What follows belongs to an exercise in optimizing a design on an open flow for small area, a short achievable clock period and few clock cycles per item; a production flow would make more cautious choices. In this exercise RTL edits were held to simulation tests only and were not proved equivalent to the original.

==> flow/design.v (outline; a module is shown in full before it is edited, if it fits) <==
// module pixel_unit: 2623 lines
module pixel_unit (
    input  wire        clk,
    input  wire        rst,
    input  wire        in_valid,
    output wire        in_ready,
    input  wire [2:0]  in_op,
    input  wire [1:0]  in_pal,
    input  wire [15:0] in_thresh,
    input  wire [1:0]  in_x,
    input  wire [1:0]  in_y,
    input  wire [31:0] in_pix,
    output reg         out_valid,
    input  wire        out_ready,
    output wire [31:0] out_pix,
    output wire [1:0]  out_idx,
    output wire [31:0] out_dist,
    output wire        out_err
);
  // ...
==> flow/run.sh <==
#!/bin/bash
# synth_recipe.tcl (not shown) runs the flow's synth.tcl, then flattens the netlist and writes it again
# the make line also repeats each setting of config.mk as NAME=value (left out here)
make -C /OpenROAD-flow-scripts/flow DESIGN_CONFIG=/design/flow/config.mk WORK_HOME=/design/flow/orfs CLKGATE_MAP_FILE= SYNTH_SCRIPT=/design/flow/synth_recipe.tcl finish
==> flow/config.mk <==
export PLATFORM = sky130hd
export DESIGN_NAME = pixel_unit
export DESIGN_NICKNAME = pixel_unit
export VERILOG_FILES = /design/flow/design.v
export SDC_FILE = /design/flow/constraint.sdc
export NUM_CORES = 4
export LEC_CHECK = 0
export CAP_MARGIN = 20
export CORE_MARGIN = 2
export CORE_UTILIZATION = 40
export SLEW_MARGIN = 20
==> flow/constraint.sdc <==
create_clock -name core_clock -period 125.0 [get_ports {clk}]
set_input_delay 25.0000 -clock core_clock [delete_from_list [all_inputs] [get_ports {clk}]]
set_output_delay 25.0000 -clock core_clock [all_outputs]
set_load 0.01 [all_outputs]
==> flow_summary.yaml, run 1 <==
placement:
  dp.cells: 3926
route:
  vias: 20700
  wl_per_cell_um: 21.1
  first_iter_violations: 1710
  wl_met2_um: 38000
  met1Wirelength_um: 36500
  ant_nets: 0
critical_path:
  critical_path.max_stage_delay_ns: 0.98
  cp.depth: 2
timing:
  setup_violations: 0
  fmax_ghz: 0.0367
synthesis:
  synth_seq_cells: 138
  ys_seq_area_share_pct: 12.8
  yosysWarnings: 1
floorplanning:
  die-area_mm2: 0.0739
  fp-row-count: 98
  initial_core_util_pct: 40.3
cells_and_area:
  areaGrowthSynthToFinish_pct: 10.5
  antenna_cells: 0
  post-route-util_pct: 44.5
hold_path:
  whs_endpoint: "rs_data[2]"
  hp-start: "rs_data[2]"
clocking:
  cts-htree-levels: 4
  clkSinkCount: 138
run_status:
  status: "complete, no violations"
grt:
  grt_first_pass_wirelength_um: 131000
Testbench counts, summed over its fixed seeds: cycles 32,016, items 32,000.
==> inputs of run 2 (changes only) <==
--- a/flow/config.mk
+++ b/flow/config.mk
@@ -8,4 +8,4 @@
 export CAP_MARGIN = 20
 export CORE_MARGIN = 2
 export CORE_UTILIZATION = 40
-export SLEW_MARGIN = 20
+export SLEW_MARGIN = 50
==> run 2 against run 1 <==
Still clean on timing, DRC and antenna. Cell area increased by 0.33%. Synthesized area unchanged. Critical path depth increased by 2. Die area unchanged. Maximum frequency increased by 0.61%. Critical endpoint is now out_pix[12].
==> flow_summary.yaml, run 2 <==
floorplanning:
  core_area_mm2: 0.0712
  initial_core_util_pct: 40.3
  io_pins: 130
  die-area_mm2: 0.0739
  fp-row-count: 98
  die_x_um: 272
  dieHeight_um: 272
critical_path:
  endpoint_kind: "primary output"
  start_kind: "register"
  r2r_slack_ns: 100.43
  r2r-end: "or_data[17]"
  path_cells: "buf_6, buf_6, a21o_1, clkdlybuf4s50_1"
  crit_fanout: 12
  cp_common_cell: "buf_6"
  cp.required_ns: 100.00
  critical_path.max_stage_delay_ns: 0.60
  reg2reg_depth: 76
  r2r-start: "ir_pix[16]"
  startpoint: "or_keep"
  crit_path_top_delay_cell: "edfxtp_1"
  endpoint: "out_pix[12]"
  worstPathArrival_ns: 2.10
  path_class: "reg2out"
clocking:
  cts_resized: 0
  cts_tree: "done"
  clockBufferDepth: 2
  cts_root_buf: "clkbuf_16"
  clkSinkCount: 138
  clk_latency_ns: 0.49
  cts-htree-levels: 4
  cts_made_buffers: 17
  cts_hold_buffers: 0
  cts_setup_buffers: 0
  clk_pin_slew_worst_paths_ns: 0.06
route:
  first_iter_violations: 1888
  via_per_inst: 5.25
  wl_per_cell_um: 21.0
  vias: 20800
  dr.pass1.iters: 7
  drc_errors: 0
  ant_nets: 0
  drt-total-wl_um: 83200
cells_and_area:
  areaGrowthSynthToFinish_pct: 10.9
  antenna_cells: 0
  layout.nets: 3904
  layout-drive-gt1-share_pct: 5.14
  top_regs: "ir_pix x32, or_data x32, rs_data x32"
  final_common_cell: "inv_1"
  fin_area_mm2: 0.0318
  most-common-layout-cells: "inv_1 (688), fa_1 (663), nand2_1 (249)"
synthesis:
  synth_seq_cells: 138
  synth_edf_count: 90
  synth.area.top_cells: "fa_1 (46%), edfxtp_1 (9.4%), inv_1 (9.0%)"
  synthArstFlopShare_pct: 0
  synth_top_area_share_pct: 46.3
  synth_area_per_cell_um2: 9.86
  yosys.area.top_type: "fa_1"
  yosys-top-cells-count: "inv_1 (688), fa_1 (663), nand2_1 (249), nor2_1 (200), ha_1 (178)"
  yosysMostFrequentCell: "inv_1"
  syn_inst: 2907
  yosysWarnings: 1
  synthDistinctLibCells: 92
  ys_dominant_reg_cell: "edfxtp_1"
  synth_area_mm2: 0.0287
  ys_seq_area_share_pct: 12.8
timing:
  max_slew.worst_pin.slew_ns: 0.749
  setup_violations: 0
  finalSetupTns_ns: 0
  fin_crit_ns: 27.10
  hold_violations: 0
  fmax_ghz: 0.0369
  drv_slew: 0
  fin_skew_ns: 0.0252
  fin_crit_sh_pct: 21.7
  max_slew_margin_pct: 50.1
  grt_setup_unrepaired: "no"
placement:
  gp_congestion: 0.926
  place.port_buffers: 125
  place_area_mm2: 0.0312
  hpwl_um: 65700
run_status:
  status: "complete, no violations"
grt:
  grt_first_pass_wirelength_um: 132000
  antenna_found_initial: 2
  track_usage_pct: 23.6
  grt.overflow.total: 0
  grt_max_degree: 153
  grt_pass1_vias: 21900
flow_run:
  maxCapViolations: 0
hold_path:
  hold_class: "reg2reg"
  hp-start: "rs_data[19]"
## run 2: cell type report
| cell class | instances | area (um2) |
|---|---|---|
| Multi-Input combinational cell | 1969 | 22100 |
| Clock buffer | 18 | 439 |
| Tap cell | 950 | 1190 |
| Inverter | 702 | 2640 |
| Sequential cell | 138 | 3660 |
| Timing Repair Buffer | 174 | 1640 |
| Clock inverter | 14 | 151 |
| Fill cell | 6952 | 39500 |
## run 2: worst max-delay path, delay by kind of cell (launching register included)
family	cells	cell delay (ns)
compound gates	1	0.12
buf+inv	3	0.89
flops	1	0.60
## run 2: routing by layer
metal / global-route usage [%] / vias up / share of wire (%)
li1: - / 9146 / -
met1: 34.3 / 10800 / 45
met2: 37.1 / 777 / 46
met3: 4.43 / 105 / 7.8
met4: 4.89 / 2 / 1.9
met5: 0 / - / 0.013
## run 2: stage by stage
step	worst slack [ns]	hold slack [ns]	utilization [%]	instances
after global placement	98.14	0.441	43.6	3926
after global routing	97.70	0.484	44.6	3965
after floorplan	98.54	0.422	-	2910
after detailed placement	98.36	0.453	43.8	3932
final	97.90	0.463	44.6	3965
after CTS	97.82	0.463	44.6	3964
## run 2: how the worst min path moves through the flow
stage,to,slack [ns],cells past startpoint
floorplan,rs_data[19],0.42,1
CTS,rs_data[22],0.46,2
finish,rs_data[19],0.46,1
detailed placement,rs_data[22],0.45,2
global placement,rs_data[3],0.44,1
global route,rs_data[22],0.48,2
## run 2: cell families (layout without fill, tap and decap cells)
family	Yosys count	after routing	share of synthesized area, %
AO/OA/AOI/OAI	326	326	7.82
XOR/XNOR	55	55	1.75
adder cells (fa/ha/maj)	849	849	54.3
buffers and inverters	803	908	10.6
flip-flops	138	138	12.8
multiplexers	41	41	1.53
other	1	4	0.0131
AND/OR/NAND/NOR	694	694	11.2

[what the ideal ports hide]
In the flow no input, the clock included, has a driving cell. The finished layouts below were timed again as built, in two steps.
Step 1 (the two cells are an assumption about what drives the block):
set clk [get_ports {clk}]
set_driving_cell -lib_cell sky130_fd_sc_hd__clkbuf_16 $clk
set_driving_cell -lib_cell sky130_fd_sc_hd__buf_2 [delete_from_list [all_inputs] $clk]
Step 2, shift: input delay + t, output delay - t, t = (earliest + latest rising clock arrival at the registers) / 2. This alone moves slack from input paths to output paths.
a / b / c = ideal / step 1 / step 2; a / b = the first two.
run	t, ns	setup WS [ns]	cell pins on the clock port's net
run 1	0.546	97.729 / 97.673 / 98.218	1
run 2	0.540	97.895 / 97.837 / 98.377	1
After both steps every run listed still meets setup and hold.
